This design comes from an exercise in tuning for small area on the open sky130 flow, not from production work. Function was checked by simulation only, so behaviour that the tests miss may differ from the original.

==> v16: inputs <==
## stepgen
module stepgen (
    input             clk,
    input             rst_n,
    input             h_req,
    input             h_we,
    input      [11:0] h_addr,
    input      [31:0] h_wdata,
    output            h_ready,
    output reg        h_rvalid,
    output reg [31:0] h_rdata,
    output     [2:0]  step,
    output     [2:0]  dir,
    output            en,
    output            pins_oe,
    output     [15:0] spindle_pwm,
    output            spindle_we,
    output            probe_poll
);
==> flow/config.mk <==
export PLATFORM = sky130hd
export DESIGN_NAME = stepgen
export DESIGN_NICKNAME = stepgen
export VERILOG_FILES = /design/flow/design.v
export SDC_FILE = /design/flow/constraint.sdc
export NUM_CORES = 4
export LEC_CHECK = 0
export CAP_MARGIN = 10
export CORE_MARGIN = 2
export CORE_UTILIZATION = 50
export CTS_BUF_LIST = sky130_fd_sc_hd__clkbuf_16
export CTS_CLUSTER_DIAMETER = 100
export CTS_CLUSTER_SIZE = 20
export PLACE_DENSITY = 0.6
export SLEW_MARGIN = 10
==> flow/constraint.sdc <==
create_clock -name core_clock -period 15.0 [get_ports {clk}]
set_input_delay 3.0000 -clock core_clock [delete_from_list [all_inputs] [get_ports {clk}]]
set_output_delay 3.0000 -clock core_clock [all_outputs]
set_load 0.01 [all_outputs]
standard.sh (not shown) runs the stock make flow with config.mk's settings and CLKGATE_MAP_FILE= SYNTH_SCRIPT=/design/flow/synth_recipe.tcl, a recipe that flattens the netlist after the stock synthesis.
==> flow/flow/run.sh <==
#!/bin/bash
# Own flow: the standard layout, except that the synthesis maps the logic with an
# area-oriented ABC script (flow/abc_area.script) instead of ORFS's speed script.
# Registers, names, and every other synthesis step are the standard ones.
set -euo pipefail
W=$(pwd)
cat > "$W/my_synth.tcl" <<EOT
proc abc {args} {
  set i [lsearch -exact \$args -script]
  if {\$i >= 0} { set args [lreplace \$args [expr {\$i+1}] [expr {\$i+1}] $W/flow/abc_area.script] }
  puts "own flow abc: \$args"
  yosys abc {*}\$args
}
source $W/synth_recipe.tcl
EOT
sed "s#SYNTH_SCRIPT=[^ ]*#SYNTH_SCRIPT=$W/my_synth.tcl#" standard.sh > "$W/my_standard.sh"
grep -q "SYNTH_SCRIPT=$W/my_synth.tcl" "$W/my_standard.sh"
bash "$W/my_standard.sh" > "$W/flow_make.log" 2>&1
==> flow/flow/abc_area.script <==
&get -n
&st
&dch -f
&nf -p -R 1000
&put
topo
stime -c
buffer -c
upsize -c
dnsize -c
==> v15: changes against v16 <==
--- a/flow/design.v
+++ b/flow/design.v
@@ -1,45 +1,48 @@
 module stepgen_axis (
     input             clk,
     input             rst_n,
     input             tick,        
     input             load,        
-    input             nbind,        
+    input             nbind,       
     input      [31:0] sec,         
     input      [31:0] st,          
     input      [3:0]  amass,
-    input             dir,
+    input             ph2,         
+    input      [31:0] sec_q,       
+    input             dir,         
     input             move,        
-    output            stp,
-    output     [31:0] pos
+    output            stp,         
+    output     [31:0] pos          
 );
     reg [31:0] counter, steps, pos_q;
-    assign pos = pos_q;
     wire [31:0] steff = load ? (st >> amass) : steps;
     wire [31:0] cbase = nbind ? (sec >> 1) : counter;
     wire [31:0] sum   = cbase + steff;
-    wire [32:0] dif   = {1'b0, sum} + {1'b0, ~sec} + 33'd1;
-    assign stp = dif[32] && (dif[31:0] != 32'd0);
-    wire [31:0] cnext = stp ? dif[31:0] : sum;
+    wire [32:0] dif   = {1'b0, counter} - {1'b0, sec_q};
+    assign stp = !dif[32] && (dif[31:0] != 32'd0);
     wire [31:0] pc;
     assign pc[0] = 1'b1;
     genvar g;
     generate for (g = 1; g < 32; g = g + 1) begin : pcg
         assign pc[g] = pc[g-1] & (pos_q[g-1] ^ dir);
     end endgenerate
+    wire pmove = ph2 && stp && move;
+    assign pos = pos_q ^ (pc & {32{pmove}});
     always @(posedge clk) begin
         if (tick) begin
-            counter <= cnext;
+            counter <= sum;
             if (load) steps <= steff;
-        end
+        end else if (ph2 && stp)
+            counter <= dif[31:0];
     end
     always @(posedge clk) begin
         if (!rst_n)
             pos_q <= 32'd0;
-        else if (tick && stp && move)
-            pos_q <= pos_q ^ pc;
+        else
+            pos_q <= pos;
     end
 endmodule
 module stepgen_ring (
     input             clk,
     input      [3:0]  widx,
     input             we0,
@@ -232,20 +235,33 @@
         .ridx(tick_ev ? bidx : pb), .psec(psec), .pst0(pst0), .pst1(pst1), .pst2(pst2),
         .pflg(pflg), .aidx(exec_blk), .adj(cur_adj));
     wire [2:0] bdir = pflg[2:0];
     wire [15:0] arr_new = (t_cpt < 16'd4) ? 16'd4 : t_cpt;
     wire normal = tick_ev && !(load && (empty || badidx));
     wire do_bind = load && newblk;
+    reg        ph2;
+    wire [31:0] sec_q = h_rdata;
+    reg [2:0]  bdir_q;
+    reg        move_q;
+    always @(posedge clk) begin
+        if (normal) begin
+            bdir_q <= bdir;
+            move_q <= !t_bl;
+        end
+    end
     wire stp0, stp1, stp2;
     wire [31:0] pos0, pos1, pos2;
     stepgen_axis u_ax0 (.clk(clk), .rst_n(rst_n), .tick(normal), .load(load), .nbind(do_bind),
-        .sec(psec), .st(pst0), .amass(t_amass), .dir(bdir[0]), .move(!t_bl), .stp(stp0), .pos(pos0));
+        .sec(psec), .st(pst0), .amass(t_amass), .ph2(ph2), .sec_q(sec_q), .dir(bdir_q[0]),
+        .move(move_q), .stp(stp0), .pos(pos0));
     stepgen_axis u_ax1 (.clk(clk), .rst_n(rst_n), .tick(normal), .load(load), .nbind(do_bind),
-        .sec(psec), .st(pst1), .amass(t_amass), .dir(bdir[1]), .move(!t_bl), .stp(stp1), .pos(pos1));
+        .sec(psec), .st(pst1), .amass(t_amass), .ph2(ph2), .sec_q(sec_q), .dir(bdir_q[1]),
+        .move(move_q), .stp(stp1), .pos(pos1));
     stepgen_axis u_ax2 (.clk(clk), .rst_n(rst_n), .tick(normal), .load(load), .nbind(do_bind),
-        .sec(psec), .st(pst2), .amass(t_amass), .dir(bdir[2]), .move(!t_bl), .stp(stp2), .pos(pos2));
+        .sec(psec), .st(pst2), .amass(t_amass), .ph2(ph2), .sec_q(sec_q), .dir(bdir_q[2]),
+        .move(move_q), .stp(stp2), .pos(pos2));
     wire [2:0] stp_bits = {stp2, stp1, stp0};
     wire [2:0] out_next = sys_homing ? (stp_bits & sys_hlock) : stp_bits;
     wire [15:0] sc      = load ? t_nstep : step_count;
     wire [15:0] sc_next = sc - 16'd1;
     wire        retire  = (sc_next == 16'd0);
     reg [31:0] pword;
@@ -308,21 +324,24 @@
     wire [7:0] w_hi = wcnt[15:8];
     wire [7:0] w_lo = wcnt[7:0];
     wire [15:0] wdec = (w_lo == 8'd0) ? {w_hi - 8'd1, 8'd239} : {w_hi, w_lo - 8'd1};
     wire ld_wake  = w_cmd && c_wake && !f_fault && !run;
     wire ld_dwell = (w_cmd && c_disable && dwell_go) || (hold_end && !pend && dwell_go);
     always @(posedge clk) begin
-        if (ld_wake)
+        if (normal)
+            h_rdata <= psec;
+        else if (ld_wake)
             h_rdata[15:0] <= {8'd10, 8'd239};
         else if (ld_dwell)
             h_rdata[15:0] <= {set_idle_lock, 8'd239};
         else if (busy)
             h_rdata[15:0] <= wdec;
         else
             h_rdata[15:0] <= rd_val[15:0];
-        h_rdata[31:16] <= rd_val[31:16];
+        if (!normal)
+            h_rdata[31:16] <= rd_val[31:16];
     end
     always @(posedge clk) begin
         if (normal) begin
             step_count <= sc_next;
             if (do_bind) exec_blk <= t_blk[3:0];
         end
@@ -340,17 +359,20 @@
             sys_homing <= 1'b0; sys_probe <= 1'b0; sys_hlock <= 3'd0;
             step_inv <= 3'd0; dir_inv <= 3'd0;
             tcnt <= 16'd0; arr <= 16'd4; run <= 1'b0;
             step_q <= 3'd0; en_q <= 1'b1; drv_en <= 1'b0; pins_driven <= 1'b0;
             spindle_q <= 16'd0; spindle_we_q <= 1'b0; probe_q <= 1'b0;
             state <= S_IDLE; pend <= 1'b0;
-            h_rvalid <= 1'b0;
+            h_rvalid <= 1'b0; ph2 <= 1'b0;
         end else begin
             spindle_we_q <= 1'b0;
             probe_q      <= 1'b0;
             h_rvalid     <= 1'b0;
+            ph2          <= normal;
+            if (ph2)
+                outbits <= out_next;
             if (run || state == S_HOLD) begin
                 if (tick_ev || hold_end)
                     tcnt <= 16'd0;
                 else
                     tcnt <= tcnt_inc;
             end
@@ -377,13 +399,12 @@
                             blk_valid <= 1'b1;
                             dir_q     <= bdir ^ dir_inv;
                         end
                         spindle_q    <= t_pwm;
                         spindle_we_q <= 1'b1;
                     end
-                    outbits <= out_next;
                     probe_q <= sys_probe;
                     if (retire) begin
                         seg_valid <= 1'b0;
                         tail <= tail_inc;
                     end
                 end
==> flow/flow/abc_area.script (replaced) <==
strash
dch -f
amap -m
topo
- CORE_UTILIZATION: 50 -> 60
- GPL_TIMING_DRIVEN: default -> 0
- PLACE_DENSITY: 0.6 -> 0.7
==> v20: changes against v16 <==
--- a/flow/design.v
+++ b/flow/design.v
@@ -1,67 +1,78 @@
 module stepgen_axis (
     input             clk,
     input             rst_n,
     input             tick,        
     input             load,        
-    input             nbind,        
+    input             nbind,       
     input      [31:0] sec,         
     input      [31:0] st,          
     input      [3:0]  amass,
-    input             dir,
+    input             ph2,         
+    input      [31:0] sec_q,       
+    input             dir,         
     input             move,        
-    output            stp,
-    output     [31:0] pos
+    output            stp,         
+    output     [31:0] pos,         
+    output     [31:0] posq         
 );
     reg [31:0] counter, steps, pos_q;
-    assign pos = pos_q;
     wire [31:0] steff = load ? (st >> amass) : steps;
-    wire [31:0] cbase = nbind ? (sec >> 1) : counter;
-    wire [31:0] sum   = cbase + steff;
-    wire [32:0] dif   = {1'b0, sum} + {1'b0, ~sec} + 33'd1;
-    assign stp = dif[32] && (dif[31:0] != 32'd0);
-    wire [31:0] cnext = stp ? dif[31:0] : sum;
+    wire [31:0] cbase = (tick && nbind) ? (sec >> 1) : counter;
+    wire [31:0] opb = tick ? steff : ~sec_q;
+    wire [32:0] res = {1'b0, cbase} + {1'b0, opb} + {32'd0, !tick};
+    wire [31:0] sum = res[31:0];
+    wire [31:0] dif = res[31:0];
+    assign stp = res[32] && (res[31:0] != 32'd0);
     wire [31:0] pc;
     assign pc[0] = 1'b1;
     genvar g;
     generate for (g = 1; g < 32; g = g + 1) begin : pcg
         assign pc[g] = pc[g-1] & (pos_q[g-1] ^ dir);
     end endgenerate
-    always @(posedge clk) begin
-        if (tick) begin
-            counter <= cnext;
-            if (load) steps <= steff;
-        end
-    end
+    reg  pend;
+    always @(posedge clk)
+        pend <= rst_n && ph2 && stp && move;
+    assign pos  = pos_q ^ (pc & {32{pend}});
+    assign posq = pos;
+    always @(posedge clk)
+        steps <= steff;
+    always @(posedge clk)
+        if (tick || (ph2 && stp))
+            counter <= res[31:0];
     always @(posedge clk) begin
         if (!rst_n)
             pos_q <= 32'd0;
-        else if (tick && stp && move)
-            pos_q <= pos_q ^ pc;
+        else
+            pos_q <= pos;
     end
 endmodule
 module stepgen_ring (
     input             clk,
     input      [3:0]  widx,
     input             we0,
     input             we1,
     input      [31:0] wdata,
     input      [3:0]  ridx,
     output reg [31:0] r0,
-    output reg [28:0] r1
+    output reg [28:0] r1,
+    input      [3:0]  tidx,
+    output reg [3:0]  tblk
 );
     reg [31:0] ring0 [0:9];
     reg [28:0] ring1 [0:9];
     integer i;
     always @(*) begin
-        r0 = 32'd0; r1 = 29'd0;
-        for (i = 0; i < 10; i = i + 1)
+        r0 = 32'd0; r1 = 29'd0; tblk = 4'd0;
+        for (i = 0; i < 10; i = i + 1) begin
             if (ridx == i) begin
                 r0 = r0 | ring0[i];
                 r1 = r1 | ring1[i];
             end
+            if (tidx == i) tblk = tblk | ring1[i][3:0];
+        end
     end
     always @(posedge clk)
         for (i = 0; i < 10; i = i + 1) begin
             if (we0 && widx == i) ring0[i] <= wdata;
             if (we1 && widx == i) ring1[i] <= {wdata[31:16], wdata[12:0]};
         end
@@ -116,13 +127,13 @@
     input             h_req,
     input             h_we,
     input      [11:0] h_addr,
     input      [31:0] h_wdata,
     output            h_ready,
     output reg        h_rvalid,
-    output reg [31:0] h_rdata,
+    output     [31:0] h_rdata,
     output     [2:0]  step,
     output     [2:0]  dir,
     output            en,
     output            pins_oe,
     output     [15:0] spindle_pwm,
     output            spindle_we,
@@ -169,13 +180,14 @@
     reg  tick_q;
     wire tick_ev   = tick_q;
     wire preset_ev = run && hit_ccr;
     wire busy = (state != S_IDLE);
     assign h_ready = !busy && !tick_ev && !preset_ev;
     wire acc = h_req && h_ready;
-    wire [15:0] wcnt = h_rdata[15:0];
+    reg  [31:0] rdata_q;
+    wire [15:0] wcnt = rdata_q[15:0];
     wire wdone = (wcnt == 16'h0100);
     wire hold_end = (state == S_HOLD) && hit_ccr;
     wire        aligned  = (h_addr[1:0] == 2'b00);
     wire [6:0]  pool_b   = h_addr[11:5] - 7'd8;
     wire [2:0]  pool_w   = h_addr[4:2];
     wire        pool_hit = (h_addr[11:8] != 4'd0) && (pool_b < N_BLK) && (pool_w < 3'd5) && aligned;
@@ -208,44 +220,60 @@
     wire [3:0] head_inc = (head == N_SEG - 1) ? 4'd0 : head + 4'd1;
     wire [3:0] tail_inc = (tail == N_SEG - 1) ? 4'd0 : tail + 4'd1;
     wire empty = (head == tail);
     wire full  = (tail == head_inc);
     wire [31:0] r0;
     wire [28:0] r1;
+    wire [3:0]  tail_blk;
     stepgen_ring u_ring (
         .clk(clk), .widx(head), .we0(wr && r_segw0), .we1(wr && r_segw1), .wdata(h_wdata),
-        .ridx(tick_ev ? tail : head), .r0(r0), .r1(r1));
+        .ridx(tick_ev ? tail : head), .r0(r0), .r1(r1),
+        .tidx(tail), .tblk(tail_blk));
     wire [15:0] t_nstep = r0[15:0];
     wire [15:0] t_cpt   = r0[31:16];
     wire [7:0]  t_blk   = r1[7:0];
     wire [3:0]  t_amass = r1[11:8];
     wire        t_bl    = r1[12];
     wire [15:0] t_pwm   = r1[28:13];
     wire load   = !seg_valid;
     wire badidx = (t_blk >= N_BLK);
     wire newblk = !blk_valid || (t_blk != {4'd0, exec_blk});
-    wire [3:0] bidx = load ? t_blk[3:0] : exec_blk;
+    wire [3:0] bidx = load ? tail_blk : exec_blk;
     wire [31:0] psec, pst0, pst1, pst2;
     wire [3:0]  pflg;
     wire        cur_adj;
     stepgen_pool u_pool (
         .clk(clk), .we(wr && pool_hit), .wb(pb), .ww(pool_w), .wdata(h_wdata),
         .ridx(tick_ev ? bidx : pb), .psec(psec), .pst0(pst0), .pst1(pst1), .pst2(pst2),
         .pflg(pflg), .aidx(exec_blk), .adj(cur_adj));
     wire [2:0] bdir = pflg[2:0];
     wire [15:0] arr_new = (t_cpt < 16'd4) ? 16'd4 : t_cpt;
     wire normal = tick_ev && !(load && (empty || badidx));
     wire do_bind = load && newblk;
+    reg        ph2;
+    wire [31:0] sec_q = rdata_q;
+    reg [2:0]  bdir_q;
+    reg        move_q;
+    always @(posedge clk) begin
+        if (normal) begin
+            bdir_q <= bdir;
+            move_q <= !t_bl;
+        end
+    end
     wire stp0, stp1, stp2;
     wire [31:0] pos0, pos1, pos2;
+    wire [31:0] posq0, posq1, posq2;
     stepgen_axis u_ax0 (.clk(clk), .rst_n(rst_n), .tick(normal), .load(load), .nbind(do_bind),
-        .sec(psec), .st(pst0), .amass(t_amass), .dir(bdir[0]), .move(!t_bl), .stp(stp0), .pos(pos0));
+        .sec(psec), .st(pst0), .amass(t_amass), .ph2(ph2), .sec_q(sec_q), .dir(bdir_q[0]),
+        .move(move_q), .stp(stp0), .pos(pos0), .posq(posq0));
     stepgen_axis u_ax1 (.clk(clk), .rst_n(rst_n), .tick(normal), .load(load), .nbind(do_bind),
-        .sec(psec), .st(pst1), .amass(t_amass), .dir(bdir[1]), .move(!t_bl), .stp(stp1), .pos(pos1));
+        .sec(psec), .st(pst1), .amass(t_amass), .ph2(ph2), .sec_q(sec_q), .dir(bdir_q[1]),
+        .move(move_q), .stp(stp1), .pos(pos1), .posq(posq1));
     stepgen_axis u_ax2 (.clk(clk), .rst_n(rst_n), .tick(normal), .load(load), .nbind(do_bind),
-        .sec(psec), .st(pst2), .amass(t_amass), .dir(bdir[2]), .move(!t_bl), .stp(stp2), .pos(pos2));
+        .sec(psec), .st(pst2), .amass(t_amass), .ph2(ph2), .sec_q(sec_q), .dir(bdir_q[2]),
+        .move(move_q), .stp(stp2), .pos(pos2), .posq(posq2));
     wire [2:0] stp_bits = {stp2, stp1, stp0};
     wire [2:0] out_next = sys_homing ? (stp_bits & sys_hlock) : stp_bits;
     wire [15:0] sc      = load ? t_nstep : step_count;
     wire [15:0] sc_next = sc - 16'd1;
     wire        retire  = (sc_next == 16'd0);
     reg [31:0] pword;
@@ -255,17 +283,19 @@
             3'd1: pword = {23'd0, pflg[3], 5'd0, pflg[2:0]};
             3'd2: pword = pst0;
             3'd3: pword = pst1;
             default: pword = pst2;
         endcase
     end
+    reg [2:0] rd_pos;
+    always @(posedge clk)
+        rd_pos <= (acc && !h_we) ? {r_pos2, r_pos1, r_pos0} : 3'd0;
+    assign h_rdata = ({32{rd_pos[0]}} & posq0) | ({32{rd_pos[1]}} & posq1) |
+                     ({32{rd_pos[2]}} & posq2) | ({32{rd_pos == 3'd0}} & rdata_q);
     wire [31:0] rd_val =
           ({32{pool_hit}}  & pword)
-        | ({32{r_pos0}}    & pos0)
-        | ({32{r_pos1}}    & pos1)
-        | ({32{r_pos2}}    & pos2)
         | ({32{r_status}}  & {26'd0, f_fault, pins_driven, drv_en, run, full, empty})
         | ({32{r_flags}}   & {23'd0, f_fault, 4'd0, f_err_bus, f_err_cmd, f_err_full, f_cycle_stop})
         | ({32{r_head}}    & {28'd0, head})
         | ({32{r_tail}}    & {28'd0, tail})
         | ({32{r_sstep}}   & {29'd0, set_step_inv})
         | ({32{r_sdir}}    & {29'd0, set_dir_inv})
@@ -308,21 +338,24 @@
     wire [7:0] w_hi = wcnt[15:8];
     wire [7:0] w_lo = wcnt[7:0];
     wire [15:0] wdec = (w_lo == 8'd0) ? {w_hi - 8'd1, 8'd239} : {w_hi, w_lo - 8'd1};
     wire ld_wake  = w_cmd && c_wake && !f_fault && !run;
     wire ld_dwell = (w_cmd && c_disable && dwell_go) || (hold_end && !pend && dwell_go);
     always @(posedge clk) begin
-        if (ld_wake)
-            h_rdata[15:0] <= {8'd10, 8'd239};
+        if (normal)
+            rdata_q <= psec;
+        else if (ld_wake)
+            rdata_q[15:0] <= {8'd10, 8'd239};
         else if (ld_dwell)
-            h_rdata[15:0] <= {set_idle_lock, 8'd239};
+            rdata_q[15:0] <= {set_idle_lock, 8'd239};
         else if (busy)
-            h_rdata[15:0] <= wdec;
+            rdata_q[15:0] <= wdec;
         else
-            h_rdata[15:0] <= rd_val[15:0];
-        h_rdata[31:16] <= rd_val[31:16];
+            rdata_q[15:0] <= rd_val[15:0];
+        if (!normal)
+            rdata_q[31:16] <= rd_val[31:16];
     end
     always @(posedge clk) begin
         if (normal) begin
             step_count <= sc_next;
             if (do_bind) exec_blk <= t_blk[3:0];
         end
@@ -340,17 +373,20 @@
             sys_homing <= 1'b0; sys_probe <= 1'b0; sys_hlock <= 3'd0;
             step_inv <= 3'd0; dir_inv <= 3'd0;
             tcnt <= 16'd0; arr <= 16'd4; run <= 1'b0;
             step_q <= 3'd0; en_q <= 1'b1; drv_en <= 1'b0; pins_driven <= 1'b0;
             spindle_q <= 16'd0; spindle_we_q <= 1'b0; probe_q <= 1'b0;
             state <= S_IDLE; pend <= 1'b0;
-            h_rvalid <= 1'b0;
+            h_rvalid <= 1'b0; ph2 <= 1'b0;
         end else begin
             spindle_we_q <= 1'b0;
             probe_q      <= 1'b0;
             h_rvalid     <= 1'b0;
+            ph2          <= normal;
+            if (ph2)
+                outbits <= out_next;
             if (run || state == S_HOLD) begin
                 if (tick_ev || hold_end)
                     tcnt <= 16'd0;
                 else
                     tcnt <= tcnt_inc;
             end
@@ -377,13 +413,12 @@
                             blk_valid <= 1'b1;
                             dir_q     <= bdir ^ dir_inv;
                         end
                         spindle_q    <= t_pwm;
                         spindle_we_q <= 1'b1;
                     end
-                    outbits <= out_next;
                     probe_q <= sys_probe;
                     if (retire) begin
                         seg_valid <= 1'b0;
                         tail <= tail_inc;
                     end
                 end
==> flow/flow/abc_area.script (replaced) <==
strash
dch -f
amap -m
topo
- CAP_MARGIN: 10 -> 20
- CORE_UTILIZATION: 50 -> 55
- GPL_TIMING_DRIVEN: default -> 0
- PLACE_DENSITY: 0.6 -> 0.65
==> results.toml <==
[worst_setup_path]
r2r_setup_slack_ns = 0.81
critPathMostFrequentCell = "clkinv_1"
timing.critical_path.fanout_max = 25

[layout]
layout.clock.cell_area_share_pct = 3.533

[clock_tree]
clkSlewWorstSetupHoldPaths_ns = 0.09

[run_status]
status = "timing/DRC/antenna clean"

[place]
detailedPlacementHpwl_mm = 231.4

[synth]
mappedNetlistNets = 7354
synth.avg_cell_area_um2 = 13.05

[grt]
grt_start_max_net_pins = 165

[worst_hold_path]
hold_path_depth = 2
Source of the figures above: v20

==> results.toml <==
[run_status]
status = "timing/DRC/antenna clean"

[clock_tree]
clkSlewWorstSetupHoldPaths_ns = 0.09
clock_root_cell = "clkbuf_16"

[timing]
hold-worst-slack_ns = 0.5205

[worst_setup_path]
timing.critical_path.fanout_max = 25
critical_path.startpoint_type = "input pin"
r2r_end = "u_ax0.counter[28]"
worst-endpoint-arrival_ns = 15.05
r2r_setup_slack_ns = 0.68

[layout]
seq_share_pct = 58.56
layout.clock.cell_area_share_pct = 3.467

[power_and_ir_drop]
total_power_w = 0.01127

[synth]
synth.avg_cell_area_um2 = 12.64
mappedNetlistNets = 8055

[grt]
grt_start_max_net_pins = 98

[place]
detailedPlacementHpwl_mm = 246.5

[routing]
drtAntennaViolNets = 0
routed-wl-met3_mm = 42.13

[worst_hold_path]
hold_path_depth = 2
Source of the figures above: v15

==> results.toml <==
[run_status]
status = "timing/DRC/antenna clean"

[worst_setup_path]
r2r_setup_slack_ns = 0.93
timing.critical_path.fanout_max = 7

[worst_hold_path]
hold_path_depth = 1

[grt]
grt_start_max_net_pins = 120

[synth]
synth.avg_cell_area_um2 = 12.83
mappedNetlistNets = 8062

[clock_tree]
clkSlewWorstSetupHoldPaths_ns = 0.10

[place]
detailedPlacementHpwl_mm = 242.7
Source of the figures above: v16

-- afterwards: timing with drivers on the ports --
In the flow no input, the clock included, has a driving cell. The finished layouts below were timed again as built, in two steps. Step 1: set_driving_cell puts a clkbuf_16 on clk and a buf_2 on each other input, an assumption about the parent block. Step 2 moves the port delays by t, midway between the first and last clock arrival at a register: inputs arrive t later, outputs are due t later. That takes back most of the time a late clock gives input paths. a / b / c = no drivers / after step 1 / after step 2; a / b = the first two.
run | t (ns) | setup WS [ns] | latest minus earliest clock arrival (ns) | slew at the worst register clock pin (ns) | worst data-port slew with drivers (ns)
v16 | 0.927 | 0.728 / 0.797 / -0.130 | 0.045 / 0.045 | 0.10 / 0.10 | 0.07
v15 | 0.899 | 0.507 / 0.506 / -0.394 | 0.052 / 0.053 | 0.11 / 0.11 | 0.11
v20 | 0.904 | 0.560 / 0.588 / -0.316 | 0.042 / 0.042 | 0.10 / 0.10 | 0.18
With both steps, setup timing fails in every run listed, where it was met with ideal ports. The setup slack of v15, which loses most, moves by -0.001 ns with the drivers and by -0.901 ns with both steps.
